Context: an optimization exercise on an open-source flow, tuned for small area. The choices shown serve that exercise and are no tape-out recipe. The RTL was checked by simulation tests, not by an equivalence proof against the original design. No activity file was given, so power comes from the tool's default toggle rates.

==> inputs of job 1734 <==
==> flow/design.v <==
module ppv2p (
    input  wire         clk,
    input  wire         rst,         
    input  wire         clr,         
    input  wire         cfg_we,
    input  wire [1:0]   cfg_wdata,
    input  wire         timeout,
    input  wire         in_err,
    input  wire         in_valid,
    input  wire [7:0]   in_data,
    input  wire         in_eof,
    output wire         in_ready,
    output wire [1:0]   st_q,
    output wire         done,
    output wire         rejected,
    output wire         res_valid,
    output wire [3:0]   err_q,
    output wire         io_cause_q,
    output wire [1:0]   disp,
    output wire [1:0]   cfg_q,
    output wire [16:0]  pos,
    output wire [3:0]   hdr_version,
    output wire [3:0]   hdr_command,
    output wire [3:0]   hdr_family,
    output wire [3:0]   hdr_protocol,
    output wire [15:0]  hdr_alen,
    output wire [127:0] src_ip,
    output wire [127:0] dst_ip,
    output wire [15:0]  src_port,
    output wire [15:0]  dst_port
);
    localparam [95:0] SIG = 96'h0D0A0D0A000D0A51524F540A;
    reg [1:0]  st;
    reg [16:0] cnt;
    reg [3:0]  err;
    reg        io_cause;
    reg [1:0]  cfg;
    reg [7:0]  nb14, nb15;       
    reg [3:0]  nproto;           
    reg        v6;               
    reg [7:0]  na [0:35];        
    integer i;
    wire hdr     = (st == 2'd0);
    wire adr     = (st == 2'd1);
    wire waiting = ~st[1];
    wire is_done = (st == 2'd2);
    wire is_rej  = (st == 2'd3);
    wire ev_tmo   = !clr && timeout;
    wire ev_ioerr = !clr && !timeout && in_err;
    wire ev_byte  = !clr && !timeout && !in_err && in_valid && waiting;
    wire ev_eof   = !clr && !timeout && !in_err && !(in_valid && waiting) && in_eof;
    wire [16:0] cnt_next = cnt + 17'd1;
    wire [3:0]  k        = cnt[3:0];
    reg [7:0] sig_byte;
    always @(*) begin
        sig_byte = 8'h00;
        for (i = 0; i < 12; i = i + 1)
            if (k == i) sig_byte = SIG[95 - 8*i -: 8];
    end
    wire [15:0] alen = ~{nb14, nb15};
    reg [3:0] chk;               
    always @(*) begin
        chk = 4'd0;
        if (k < 4'd12) begin
            if (in_data != sig_byte) chk = 4'd3;
        end else if (k == 4'd12) begin
            if (in_data[7:4] != 4'd2)      chk = 4'd4;
            else if (in_data[3:0] != 4'd1) chk = 4'd5;
        end else if (k == 4'd13) begin
            if (in_data[7:4] != 4'd1 && in_data[7:4] != 4'd2) chk = 4'd6;
        end else if (k == 4'd15) begin
            if (~nb15 == 8'd0 && in_data == 8'd0) chk = 4'd7;
        end
    end
    wire [3:0] pend = (err != 4'd0) ? err : chk;
    wire [16:0] ly  = {1'b0, alen};
    wire [16:0] lk  = 17'd15;
    wire [16:0] lcy = cnt ^ ly ^ lk;                        
    wire [16:0] lmj = {(ly[15:0] & lk[15:0]) | ((ly[15:0] | lk[15:0]) & lcy[15:0]), 1'b0};
    wire last_addr = (lcy == lmj);
    wire alen_ok   = v6 ? (alen >= 16'd36) : (alen >= 16'd12);
    wire a_keep    = v6 ? (cnt < 17'd52) : (cnt < 17'd28);
    wire a_shift   = ev_byte && adr && a_keep;
    wire h_shift   = ev_byte && hdr;
    always @(posedge clk) begin
        if (rst) begin
            st       <= 2'd0;
            cnt      <= 17'd0;
            err      <= 4'd0;
            io_cause <= 1'b0;
            cfg      <= 2'b00;
        end else begin
            if (cfg_we)
                cfg <= cfg_wdata;
            if (clr) begin
                st       <= 2'd0;
                cnt      <= 17'd0;
                err      <= 4'd0;
                io_cause <= 1'b0;
            end else if (ev_tmo) begin
                if (waiting) begin
                    st  <= 2'd3;
                    err <= 4'd8;
                end
            end else if (ev_ioerr) begin
                if (waiting) begin
                    st       <= 2'd3;
                    err      <= hdr ? 4'd1 : 4'd2;
                    io_cause <= 1'b1;
                end
            end else if (ev_byte) begin
                cnt <= cnt_next;
                if (hdr) begin
                    err <= pend;
                    if (k == 4'd15)
                        st <= (pend != 4'd0) ? 2'd3 : 2'd1;
                end else if (last_addr) begin
                    if (alen_ok) begin
                        st <= 2'd2;
                    end else begin
                        st  <= 2'd3;
                        err <= 4'd7;
                    end
                end
            end else if (ev_eof) begin
                if (waiting) begin
                    st  <= 2'd3;
                    err <= hdr ? 4'd1 : 4'd2;
                end
            end
        end
    end
    always @(posedge clk) begin
        if (h_shift) begin
            nb15   <= ~in_data;
            nb14   <= nb15;
            nproto <= nb14[3:0];
            v6     <= ~nb14[5];
        end
        if (a_shift) begin
            na[0] <= ~in_data;
            for (i = 1; i < 36; i = i + 1)
                na[i] <= na[i-1];
            na[20] <= v6 ? na[19] : na[7];
        end
    end
    assign in_ready   = waiting;
    assign st_q       = st;
    assign done       = is_done;
    assign rejected   = is_rej;
    assign res_valid  = is_done;
    assign err_q      = is_rej ? err : 4'd0;
    assign io_cause_q = io_cause;
    assign cfg_q      = cfg;
    assign pos        = cnt;
    assign disp[1] = is_rej;
    assign disp[0] = is_done | (is_rej && ((err == 4'd3 && cfg[0]) || (err == 4'd5 && cfg[1])));
    assign hdr_version  = {2'b00, is_done, 1'b0};
    assign hdr_command  = {3'b000, is_done};
    assign hdr_family   = {2'b00, is_done & v6, is_done & ~v6};
    assign hdr_protocol = is_done ? ~nproto : 4'd0;
    assign hdr_alen     = is_done ? alen : 16'd0;
    wire ep6 = is_done & v6;
    genvar g;
    generate
        for (g = 0; g < 16; g = g + 1) begin : g_ip
            if (g < 12) begin : g_hi
                assign src_ip[127 - 8*g -: 8] = ep6 ? ~na[35 - g] : 8'd0;
                assign dst_ip[127 - 8*g -: 8] = ep6 ? ~na[19 - g] : 8'd0;
            end else begin : g_lo
                assign src_ip[127 - 8*g -: 8] = is_done ? ~na[35 - g] : 8'd0;
                assign dst_ip[127 - 8*g -: 8] = is_done ? ~na[19 - g] : 8'd0;
            end
        end
    endgenerate
    assign src_port = is_done ? ~{na[3], na[2]} : 16'd0;
    assign dst_port = is_done ? ~{na[1], na[0]} : 16'd0;
endmodule
==> flow/flow/run.sh <==
#!/bin/bash
# Standard ORFS layout (standard.sh, unchanged synthesis) with two layout choices:
#  * port buffers use the smallest buffer cell (buf_1) instead of the default pick;
#  * CTS builds the tree from clkbuf_4 with sink clusters of up to 10 flip-flops
#    and no dummy loads.
# make's full output goes to orfs_make.log in this folder; ORFS's per-step logs
# stay under orfs/logs/.
set -euo pipefail
bash standard.sh \
  "BUFFER_PORTS_ARGS=-buffer_cell sky130_fd_sc_hd__buf_1" \
  "CTS_ARGS=-sink_clustering_enable -repair_clock_nets -sink_clustering_size 10 -sink_clustering_max_diameter 60 -buf_list sky130_fd_sc_hd__clkbuf_4 -dont_use_dummy_load" \
  finish > orfs_make.log 2>&1
==> flow/standard.sh <==
#!/bin/bash
# synth_recipe.tcl (not shown) runs the flow's synth.tcl, then flattens the netlist and writes it again
# the make line also repeats each setting of config.mk as NAME=value (left out here)
make -C /OpenROAD-flow-scripts/flow DESIGN_CONFIG=/design/flow/config.mk WORK_HOME=/design/flow/orfs CLKGATE_MAP_FILE= SYNTH_SCRIPT=/design/flow/synth_recipe.tcl "${@:-finish}"
==> flow/config.mk <==
export PLATFORM = sky130hd
export DESIGN_NAME = ppv2p
export DESIGN_NICKNAME = ppv2p
export VERILOG_FILES = /design/flow/design.v
export SDC_FILE = /design/flow/constraint.sdc
export NUM_CORES = 4
export LEC_CHECK = 0
export CAP_MARGIN = 20
export CORE_MARGIN = 2
export CORE_UTILIZATION = 65
export SLEW_MARGIN = 20
==> flow/constraint.sdc <==
create_clock -name core_clock -period 6.0 [get_ports {clk}]
set_input_delay 1.2000 -clock core_clock [delete_from_list [all_inputs] [get_ports {clk}]]
set_output_delay 1.2000 -clock core_clock [all_outputs]
set_load 0.01 [all_outputs]
==> job 4191: changes against job 1734 <==
--- a/flow/design.v
+++ b/flow/design.v
@@ -51,26 +51,23 @@
     wire ev_eof   = !clr && !timeout && !in_err && !(in_valid && waiting) && in_eof;
     wire [16:0] cnt_next = cnt + 17'd1;
     wire [3:0]  k        = cnt[3:0];
-    reg [7:0] sig_byte;
+    wire [15:0] alen = ~{nb14, nb15};
+    reg [3:0] chk;
     always @(*) begin
-        sig_byte = 8'h00;
-        for (i = 0; i < 12; i = i + 1)
-            if (k == i) sig_byte = SIG[95 - 8*i -: 8];
-    end
-    wire [15:0] alen = ~{nb14, nb15};
-    reg [3:0] chk;               
-    always @(*) begin
-        chk = 4'd0;
-        if (k < 4'd12) begin
-            if (in_data != sig_byte) chk = 4'd3;
-        end else if (k == 4'd12) begin
-            if (in_data[7:4] != 4'd2)      chk = 4'd4;
-            else if (in_data[3:0] != 4'd1) chk = 4'd5;
-        end else if (k == 4'd13) begin
-            if (in_data[7:4] != 4'd1 && in_data[7:4] != 4'd2) chk = 4'd6;
-        end else if (k == 4'd15) begin
-            if (~nb15 == 8'd0 && in_data == 8'd0) chk = 4'd7;
-        end
+        case (k)
+            4'd0, 4'd2, 4'd5:       chk = (in_data != 8'h0D) ? 4'd3 : 4'd0;
+            4'd1, 4'd3, 4'd6, 4'd11: chk = (in_data != 8'h0A) ? 4'd3 : 4'd0;
+            4'd4:                   chk = (in_data != 8'h00) ? 4'd3 : 4'd0;
+            4'd7:                   chk = (in_data != 8'h51) ? 4'd3 : 4'd0;
+            4'd8:                   chk = (in_data != 8'h52) ? 4'd3 : 4'd0;
+            4'd9:                   chk = (in_data != 8'h4F) ? 4'd3 : 4'd0;
+            4'd10:                  chk = (in_data != 8'h54) ? 4'd3 : 4'd0;
+            4'd12:                  chk = (in_data[7:4] != 4'd2) ? 4'd4 :
+                                          (in_data[3:0] != 4'd1) ? 4'd5 : 4'd0;
+            4'd13:                  chk = (in_data[7:4] != 4'd1 && in_data[7:4] != 4'd2) ? 4'd6 : 4'd0;
+            4'd15:                  chk = (nb15 == 8'hFF && in_data == 8'd0) ? 4'd7 : 4'd0;
+            default:                chk = 4'd0;
+        endcase
     end
     wire [3:0] pend = (err != 4'd0) ? err : chk;
     wire [16:0] ly  = {1'b0, alen};
==> flow/flow/run.sh (replaced) <==
#!/bin/bash
# Layout flow: the standard ORFS flow (standard.sh) with three changes.
#  1. After the standard synthesis (run unchanged), the combinational logic
#     between the registers is re-mapped by ABC with an area-oriented script
#     (flow/remap.tcl).  Every register keeps its instance name and cell type.
#  2. Port buffers use the smallest buffer cell (buf_1).
#  3. CTS builds the tree from clkbuf_4 with sink clusters of up to 10
#     flip-flops and no dummy loads.
# Each step's full output goes to its own log in this folder; ORFS's per-step
# logs stay under orfs/logs/.
set -euo pipefail
R=orfs/results/${FLOW_PLATFORM}/ppv2p/base
YOSYS_BIN=${FLOW_HOME}/../tools/install/yosys/bin/yosys
[[ -x $YOSYS_BIN ]] || YOSYS_BIN=yosys

# 1. standard synthesis
bash standard.sh synth > synth_make.log 2>&1

# 2. re-map the combinational logic of its netlist
cp "$R/1_2_yosys.v" "$R/1_2_yosys_standard.v"
REMAP_LIB=${FLOW_HOME}/platforms/${FLOW_PLATFORM}/lib/sky130_fd_sc_hd__tt_025C_1v80.lib \
REMAP_IN="$R/1_2_yosys_standard.v" REMAP_TOP=${FLOW_TOP} \
REMAP_STAT=remap_stat.txt REMAP_OUT=remap.v \
  "$YOSYS_BIN" -c flow/remap.tcl > remap_yosys.log 2>&1
cp remap.v "$R/1_2_yosys.v"
rm -f "$R/1_synth.odb" "$R/1_synth.sdc"

# 3. the rest of the standard flow on the re-mapped netlist
bash standard.sh \
  "BUFFER_PORTS_ARGS=-buffer_cell sky130_fd_sc_hd__buf_1" \
  "CTS_ARGS=-sink_clustering_enable -repair_clock_nets -sink_clustering_size 10 -sink_clustering_max_diameter 40 -buf_list sky130_fd_sc_hd__clkbuf_4 -dont_use_dummy_load" \
  finish > orfs_make.log 2>&1
==> flow/flow/remap.tcl (new file) <==
# Re-map the combinational logic of the standard synthesis netlist for area.
# Registers (and tie cells) are kept exactly as the standard synthesis made
# them: same instances, names and cell types.  Only the logic between them is
# re-synthesised by ABC with an area-oriented script.
yosys -import
set lib $::env(REMAP_LIB)
read_liberty -ignore_miss_func $lib
read_verilog $::env(REMAP_IN)
hierarchy -top $::env(REMAP_TOP)
# keep sequential and tie cells as they are
foreach c {sky130_fd_sc_hd__edfxtp_1 sky130_fd_sc_hd__dfxtp_1 sky130_fd_sc_hd__conb_1} {
  setattr -mod -set blackbox 1 $c
}
flatten
delete {t:$scopeinfo}
# the pins of flattened cells became wires named <cell>.<pin>: make them internal
yosys rename -hide {w:*.*}
opt_clean -purge
# the flattened cell modules are gone: declare every library cell again (as a blackbox)
read_liberty -lib -ignore_redef $lib
abc -liberty $lib -script "+strash;dc2;dch,-f;amap;mfs2;strash;dch,-f;amap;topo" \
  -dont_use *probe* -dont_use *lpflow* -dont_use *clkbuf* -dont_use *clkinv* \
  -dont_use *dlygate* -dont_use *clkdly* -dont_use *dlymetal*
splitnets
opt_clean -purge
hilomap -singleton -hicell sky130_fd_sc_hd__conb_1 HI -locell sky130_fd_sc_hd__conb_1 LO
insbuf -buf sky130_fd_sc_hd__buf_4 A X
opt_clean -purge
yosys rename -hide w:*\$*
tee -o $::env(REMAP_STAT) stat -liberty $lib
check -assert -mapped
write_verilog -noattr -nohex -nodec $::env(REMAP_OUT)
==> qor summary <==
| metric | job 4191 | job 1734 |
|---|---|---|
| Rel. slew slack | 45.39% | 29.09% |
| Comb pwr | 0.154 mW | 0.158 mW |
| Net Switching | 0.7825 mW | 0.7866 mW |
| Multi-input combinational area share | 17.02% | 19.98% |
| Min-Delay Startpoint | na[13][4]$_DFFE_PP_ | na[2][7]$_DFFE_PP_ |
| Total internal power | 2.899 mW | 2.870 mW |
| Post-route cell area | 14500 um^2 | 15030 um^2 |
| Maximum vdd drop | 0.1951 mV | 0.1585 mV |
| Final design utilization | 77.27% | 74.98% |
| Mapped cell area | 12510 um^2 | 13180 um^2 |
| Slowest library cell on the worst path | dfxtp_1 | nand2_4 |
| Mean cell area of the mapped netlist | 13.20 um^2 | 13.16 um^2 |
| Total number of placement rows | 50 | 52 |
| Status | complete, no violations | complete, no violations |
| Final layout net count | 1370 | 1397 |
| Global routing usage on met1 | 36.49% | 38.88% |
| Switching power share of the total | 21.25% | 21.51% |
| Least setup slack across all paths after layout | 1.128 ns | 1.470 ns |
| Number of clock-tree buffers in the layout | 44 | 39 |
| CTS buffer count | 44 | 39 |
| Crit path depth | 8 | 6 |

==> what the ideal ports hide <==
The results above use ideal ports. As a check the final layouts listed here were re-extracted and re-timed, cells and wires unchanged.
Step 1 sets driving cells, clkbuf_16 on the clock port and buf_2 on the other inputs (assumed; they add their load-dependent delay and slew).
Step 2 moves the port delays by t, midway between the first and last clock arrival at a register: inputs arrive t later, outputs are due t later. That takes back most of the time a late clock gives input paths.
a / b / c = no drivers / after step 1 / after step 2; a / b = the first two.
run | shift t [ns] | setup WS [ns] | hold slack, ns | cell pins on the clock port's net
job 1734 | 0.663 | 1.470 / 1.427 / 2.090 | 0.435 / 0.435 / 0.435 | 1
job 4191 | 0.655 | 1.127 / 1.084 / 1.738 | 0.419 / 0.419 / 0.419 | 1
After both steps every run listed still meets setup and hold.
